Background: an optimization exercise with open tools, aiming at small area. Do not read the settings as production practice. In this exercise RTL edits were held to simulation tests only and were not proved equivalent to the original. Power figures rest on the tool's default switching activity, not on a simulated workload.

<file path="flow/design.v">
module relay_encoder (
    input  wire [3:0] op,
    input  wire       is_open,
    input  wire       board_given,
    input  wire [7:0] board_arg,
    input  wire       def_valid,
    input  wire       def_big,      
    input  wire [7:0] relay,
    output wire [1:0] err           
);
    wire is_cmd    = !op[3];
    wire is_start  = (op == 4'd8);
    wire is_stop   = (op == 4'd9);
    wire refused   = is_cmd ? !is_open : !((is_start && !is_open) || (is_stop && is_open));
    wire use_arg   = board_given || (op[2:0] == 3'd7);
    wire cfg_err   = !use_arg && !def_valid;
    wire board_big = use_arg ? (board_arg[7:3] != 5'd0) : def_big;
    wire relay_cmd = (op[2:0] <= 3'd2);
    wire relay_bad = relay_cmd ? (relay[7:3] != 5'd0 || relay[2:0] == 3'd0) : (relay != 8'd0);
    wire addr_err  = board_big || relay_bad;
    assign err = refused           ? 2'd3 :
                 !is_cmd           ? 2'd0 :
                 cfg_err           ? 2'd1 :
                 addr_err          ? 2'd2 : 2'd0;
endmodule
module relay_spi_xfer (
    input  wire       clk,
    input  wire       rst,
    output reg  [4:0] p20,
    output reg  [2:0] p8,
    output wire       pend,       
    output wire       rend        
);
    assign pend = (p20 == 5'd19);
    assign rend = pend && (p8 == 3'd7);
    always @(posedge clk) begin
        if (rst) begin
            p20 <= 5'd0;
            p8  <= 3'd0;
        end else if (pend) begin
            p20 <= 5'd0;
            p8  <= p8 + 1'b1;
        end else begin
            p20 <= p20 + 1'b1;
        end
    end
endmodule
module relay_spi_ctrl (
    input  wire         clk,
    input  wire         rst,           
    input  wire         tick,          
    input  wire         req_valid,
    output wire         req_ready,
    input  wire [3:0]   req_op,
    input  wire         req_board_given,
    input  wire [7:0]   req_board,
    input  wire [7:0]   req_relay,
    output reg          resp_valid,
    output reg  [1:0]   resp_err,
    output wire [6:0]   resp_state,
    output wire [159:0] resp_id,
    output reg  [4:0]   resp_id_len,
    output wire         fs,
    output reg          fs_oe,
    output wire         spi_cs_n,
    output wire         spi_sclk,
    output wire         spi_mosi,
    input  wire         spi_miso
);
    localparam ST_IDLE = 3'd0, ST_SETTLE = 3'd1, ST_WAIT = 3'd4, ST_XFER = 3'd5,
               ST_TAIL = 3'd6, ST_TICK = 3'd7;
    reg  [2:0]   st;
    reg          def_valid;
    reg          def_big;
    reg  [2:0]   def_board;
    reg  [2:0]   cmd;
    reg  [2:0]   board;
    reg  [2:0]   relay;
    reg  [4:0]   n;             
    reg          rxb;           
    reg          nz;            
    reg  [159:0] ring;
    wire [4:0]   p20;
    wire [2:0]   p8;
    wire         pend, rend;
    relay_spi_xfer u_time (
        .clk (clk),
        .rst (rst),
        .p20 (p20),
        .p8  (p8),
        .pend(pend),
        .rend(rend)
    );
    wire [1:0] err;
    relay_encoder u_enc (
        .op         (req_op),
        .is_open    (fs_oe),
        .board_given(req_board_given),
        .board_arg  (req_board),
        .def_valid  (def_valid),
        .def_big    (def_big),
        .relay      (req_relay),
        .err        (err)
    );
    wire idle    = (st == ST_IDLE);
    wire xfer    = (st == ST_XFER);
    wire tail    = (st == ST_TAIL);
    wire accept  = idle && req_valid;
    wire in_frame = (n[4:2] == 3'd0);         
    assign req_ready = idle;
    assign fs        = st[2];
    assign spi_cs_n  = !(xfer || tail);
    assign spi_sclk  = xfer && p20[4];
    reg [7:0] opcode;
    always @(*) begin
        case (cmd)
            3'd0: opcode = 8'h10;
            3'd1: opcode = 8'h11;
            3'd2: opcode = 8'h12;
            3'd3: opcode = 8'h60;
            3'd4: opcode = 8'h61;
            3'd5: opcode = 8'h62;
            3'd6: opcode = 8'h14;
            default: opcode = 8'h01;
        endcase
    end
    reg [7:0] fbyte;
    always @(*) begin
        case (n[1:0])
            2'd0: fbyte = {5'b00011, board};
            2'd1: fbyte = opcode;
            2'd2: fbyte = {5'b00000, relay};
            default: fbyte = 8'h00;
        endcase
    end
    assign spi_mosi = in_frame && fbyte[~p8];
    wire done = (n == 5'd4 && !(cmd[2] && cmd[1])) || (n == 5'd5 && !cmd[0]) || (n == 5'd24);
    wire last_byte = (n[4:2] != 3'd0) || (n[1:0] == 2'd3);
    wire wr = (xfer || tail) && (p20 == resp_id_len);
    always @(posedge clk)
        ring <= {ring[158:0], wr ? rxb : ring[159]};
    genvar s, j;
    generate
        for (s = 0; s < 20; s = s + 1) begin : g_slot
            for (j = 0; j < 8; j = j + 1) begin : g_bit
                assign resp_id[8*s + 7 - j] = ring[159 - ((20*(j+1) + s) % 160)];
            end
        end
    endgenerate
    assign resp_state = resp_id[6:0];
    always @(posedge clk) begin
        if (xfer && pend) begin
            rxb <= spi_miso;
            nz  <= (p8 == 3'd0) ? spi_miso : (nz || spi_miso);
        end
    end
    always @(posedge clk) begin
        if (rst) begin
            st         <= ST_IDLE;
            fs_oe      <= 1'b0;
            resp_valid <= 1'b0;
        end else begin
            resp_valid <= 1'b0;
            case (st)
                ST_IDLE: if (req_valid) begin
                    resp_err <= err;
                    n        <= 5'd0;
                    if (err != 2'd0) begin
                        resp_valid <= 1'b1;
                    end else if (req_op == 4'd8) begin
                        def_valid <= req_board_given;
                        def_big   <= (req_board[7:3] != 5'd0);
                        def_board <= req_board[2:0];
                        fs_oe     <= 1'b1;
                        st        <= ST_SETTLE;
                    end else if (req_op == 4'd9) begin
                        fs_oe      <= 1'b0;
                        resp_valid <= 1'b1;
                    end else begin
                        cmd         <= req_op[2:0];
                        board       <= (req_board_given || req_op[2:0] == 3'd7) ? req_board[2:0] : def_board;
                        relay       <= req_relay[2:0];
                        resp_id_len <= 5'd0;
                        st          <= ST_WAIT;
                    end
                end
                ST_SETTLE: if (tick) begin
                    n <= n + 1'b1;
                    if (n == 5'd9) begin
                        resp_valid <= 1'b1;
                        st         <= ST_IDLE;
                    end
                end
                ST_WAIT: if (rend) begin
                    if (done) begin
                        resp_valid <= 1'b1;
                        st         <= ST_IDLE;
                    end else begin
                        st <= ST_XFER;
                    end
                end
                ST_XFER: if (rend) begin
                    n <= n + 1'b1;
                    if (last_byte) st <= ST_TAIL;
                end
                ST_TAIL: if (pend) begin
                    if (n != 5'd4 && nz) resp_id_len <= resp_id_len + 1'b1;
                    st <= ST_TICK;
                end
                ST_TICK: if (tick) st <= ST_WAIT;
                default: st <= ST_IDLE;
            endcase
        end
    end
endmodule
</file>
<file path="flow/run.sh">
#!/bin/bash
# synth_recipe.tcl (not shown) runs the flow's synth.tcl, then flattens the netlist and writes it again
# the make line also repeats each setting of config.mk as NAME=value (left out here)
make -C /OpenROAD-flow-scripts/flow DESIGN_CONFIG=/design/flow/config.mk WORK_HOME=/design/flow/orfs CLKGATE_MAP_FILE= SYNTH_SCRIPT=/design/flow/synth_recipe.tcl finish
</file>
<file path="flow/config.mk">
export PLATFORM = sky130hd
export DESIGN_NAME = relay_spi_ctrl
export DESIGN_NICKNAME = relay_spi_ctrl
export VERILOG_FILES = /design/flow/design.v
export SDC_FILE = /design/flow/constraint.sdc
export NUM_CORES = 4
export LEC_CHECK = 0
export CAP_MARGIN = 20
export CORE_MARGIN = 2
export CORE_UTILIZATION = 60
export PLACE_DENSITY = 0.75
export SLEW_MARGIN = 20
</file>
<file path="flow/constraint.sdc">
create_clock -name core_clock -period 20.0 [get_ports {clk}]
set_input_delay 4.0000 -clock core_clock [delete_from_list [all_inputs] [get_ports {clk}]]
set_output_delay 4.0000 -clock core_clock [all_outputs]
set_load 0.01 [all_outputs]
</file>
==> results.yml <==
run_status:
  status: "no timing/DRC/antenna violations"
critical_path:
  path_cells: "inv_1, ha_1, a221oi_1, o211ai_1, a41oi_1, o211ai_1, o311a_1, clkdlybuf4s50_1"
  worst_setup_path_start_kind: "flip-flop"
  r2r_slack_ns: 17.02
  end_kind: "output port"
  cp_data_required_time_ns: 16.00
  arrival_ns: 2.84
  worst-setup-path-type: "flip-flop to output port"
  cp.buffers_inverters: 2
  crit_top_cell: "o211ai_1"
  crit_family: "compound AO/OA/AOI/OAI gates"
  cp_slowest_stage_delay_ns: 0.48
  slowest_stage: "clkdlybuf4s50_1"
  critPathMaxFanout: 8
floorplanning:
  fp-row-count: 35
  pin_count: 207
  initial_core_util_pct: 61.9
  die_w_um: 102
  core_sq_um: 9240
  dieArea_sq_um: 10300
  die_y_um: 102
hold_path:
  hold_class: "flip-flop to flip-flop"
timing:
  whs_ns: 0.349
  slew_viol_final: 0
  max_freq_ghz: 0.146
  slew_headroom_pct: 32.9
  max_slew.worst_pin.slew_ns: 0.993
  rsz0062_at_grt: "false"
  fin_worst_skew_ns: 0.0172
  period_minus_slack_ns: 6.84
  hold_viol: 0
  setup_violations: 0
  final.setup.tns_ns: 0
  fin_crit_sh_pct: 34.2
routing:
  wire_per_inst_um: 24.6
  antenna_left: 0
  routed_wl_um: 19000
  detail_route.iter0.violations: 493
  dr.pass1.iters: 11
  routed-via-count: 4449
  route.detailed.drc: 0
  via_per_inst: 5.75
cts:
  clock_latency_ns: 0.54
  ctsResizeCount: 0
  cts-buffers-inserted: 19
  ctsHoldBuffers: 0
  cts_tree: "done"
  clk_path_buf_depth: 3
  postCtsSetupBuffers: 0
  path_clk_slew_ns: 0.07
  cts_sinks: 201
  cts_root_buf: "clkbuf_8"
  h-tree-depth: 1
synthesis:
  seq_area_frac_synth_pct: 75.2
  syn_nets: 456
  yosys-top-cells-count: "dfxtp_1, nand2_1, edfxtp_1"
  syn_inst: 421
  async_reset_ff_share_pct: 0
  synth-main-ff-cell: "dfxtp_1"
  synth_top_area_share_pct: 60.5
  yosys_warnings: 2
  synth_edf_count: 28
  yosysTopAreaCell: "dfxtp_1"
  synth_most_common_cell: "dfxtp_1"
  synthTopCellsByArea: "dfxtp_1, edfxtp_1, nand2_1"
  synth_cell_types: 60
  yosys_register_bits: 201
  syn_area_per_cell_sq_um: 13.6
  synth_area_sq_um: 5720
power:
  pwr-share-comb_pct: 5.4
  p_seq_share_pct: 52.5
  vdd_drop_max_mv: 0.0815
  p_int_uw: 616
  leakagePower_nw: 3.15
  p_sw_share_pct: 22.8
  p_per_area_nw_per_um2: 94.8
  power.clock.fraction_pct: 42.1
  total_power_uw: 798
  p_sw_uw: 182
final_layout:
  regArea_sq_um: 4300
  fill_cells: 312
  layout-drive-gt1-share_pct: 6.98
  antennaDiodeCount: 0
  final_util_pct: 91.0
  syn_to_final_growth_pct: 47.0
  multi_input_area_sq_um: 1260
  layout.nets: 667
  stdcell_area_sq_um: 8410
job:
  drv_cap: 0
place:
  dpl.hpwl_um: 10700
  postPlaceCellArea_sq_um: 7840
  io_buffer_count: 206
  gp_congestion: 0.859
global_route:
  grt_pass1_wl_um: 28000
  grt_max_degree: 17
  first_global_vias: 4593
  grt_use_total_pct: 36.7
  grt_remaining_overflow: 0
  antenna_found_initial: 0
## cell type report
cell class | count | area share (%)
Multi-Input combinational cell | 193 | 15.0
Timing Repair Buffer | 207 | 24.6
Tap cell | 129 | 1.92
Clock buffer | 28 | 6.37
Sequential cell | 201 | 51.2
Inverter | 10 | 0.446
Clock inverter | 6 | 0.446
## metal layers
layer  vias up  global-route usage, %  part of all wire (%)
li1       1872                      -                     -
met1      2080                   41.5                    34
met2       405                   64.6                    51
met3        92                   11.7                    11
met4         0                   14.4                   4.8
met5         -                      0                     0
## metrics by stage
| step | std cells | setup WS, ns |
|---|---|---|
| after floorplan | 421 | 13.87 |
| after global placement | 740 | 13.28 |
| after detailed placement | 740 | 13.21 |
| after CTS | 774 | 13.17 |
| after global routing | 774 | 12.98 |
| final | 774 | 13.16 |
## worst register-to-register path, stage by stage (launching register included)
cell      delay (ns)
dfxtp_1         0.42
ha_1            0.29
nor4bb_1        0.88
buf_4           0.28
a21oi_1         0.11
a211oi_4        0.37
nand2_1         0.15
o32a_1          0.36
## logic make-up (layout without fill, tap and decap cells)
group	after synthesis	in the layout	share of synthesized area, %
flops	201	201	75.2
buf+inv	27	251	2.69
fa+ha+maj	9	9	1.97
compound gates	54	54	7.28
xor+xnor	17	17	2.60
mux	3	3	0.547
simple gates	110	110	9.71
## power by group through the flow
stage / registers [mW] / clock network [mW] / logic, mW
2_1_floorplan: 0.425 / 0 / 0.0246
3_3_place_gp: 0.427 / 0 / 0.0362
3_5_place_dp: 0.427 / 0 / 0.0376
4_1_cts: 0.418 / 0.336 / 0.0414
5_1_grt: 0.419 / 0.351 / 0.0447
6_report: 0.419 / 0.335 / 0.0433
## cell usage in the layout, fill, tap and decap left out, types with 3 or more instances in the layout
cell,count
clkbuf_1,3
nand2_1,32
ha_1,9
clkdlybuf4s50_1,206
dfxtp_1,173
nor2_1,26
xnor2_1,9
edfxtp_1,28
nand3_1,13
o21ai_0,5
inv_1,10
clkinv_2,4
a31o_2,3
nor2b_1,3
nor3_1,12
clkbuf_16,16
nand2b_1,4
o211ai_1,4
xor2_1,8
a31oi_1,6
clkbuf_8,9
a21oi_1,9
## final timing paths
path | start | end | cells after the start
min | ring[127] | ring[128] | 0
min reg2reg | ring[127] | ring[128] | 0
max reg2reg | u_time.p20[0] | st[2] | 7
max | n[0] | spi_mosi | 8
## sequential cells by signal (all words and copies together) (netlist names)
register and count:
fs_oe 1, rxb 1, st 3, u_time.p8 3
resp_err 2, resp_valid 1, u_time.p20 5, ring 160
def_board 3, def_big 1, relay 3, def_valid 1
n 5, cmd 3, resp_id_len 5, nz 1
board 3

## static timing again, ports no longer ideal
In the flow no input, the clock included, has a driving cell. The finished layout below was timed again as built, in two steps.
Step 1 (the two cells are an assumption about what drives the block):
set clk [get_ports {clk}]
set_driving_cell -lib_cell sky130_fd_sc_hd__clkbuf_16 $clk
set_driving_cell -lib_cell sky130_fd_sc_hd__buf_2 [delete_from_list [all_inputs] $clk]
Step 2 adds t to the input delays and takes it off the output delays; t is the mean of the earliest and latest rising clock arrival at the registers after step 1. Input paths then give back, and output paths get back, about the clock's delay inside the block.
Three values: ideal ports, drivers, drivers and shift; two values: the first two.
t (ns): 0.567
setup WS [ns]: 13.165 / 13.127 / 12.696
worst setup path after step 2: input to register
latest minus earliest clock arrival (ns): 0.022 / 0.023
cell pins on the clock port's net: 1
After both steps this run still meets setup and hold. The setup slack of this run moves by -0.038 ns with the drivers and by -0.469 ns with both steps.
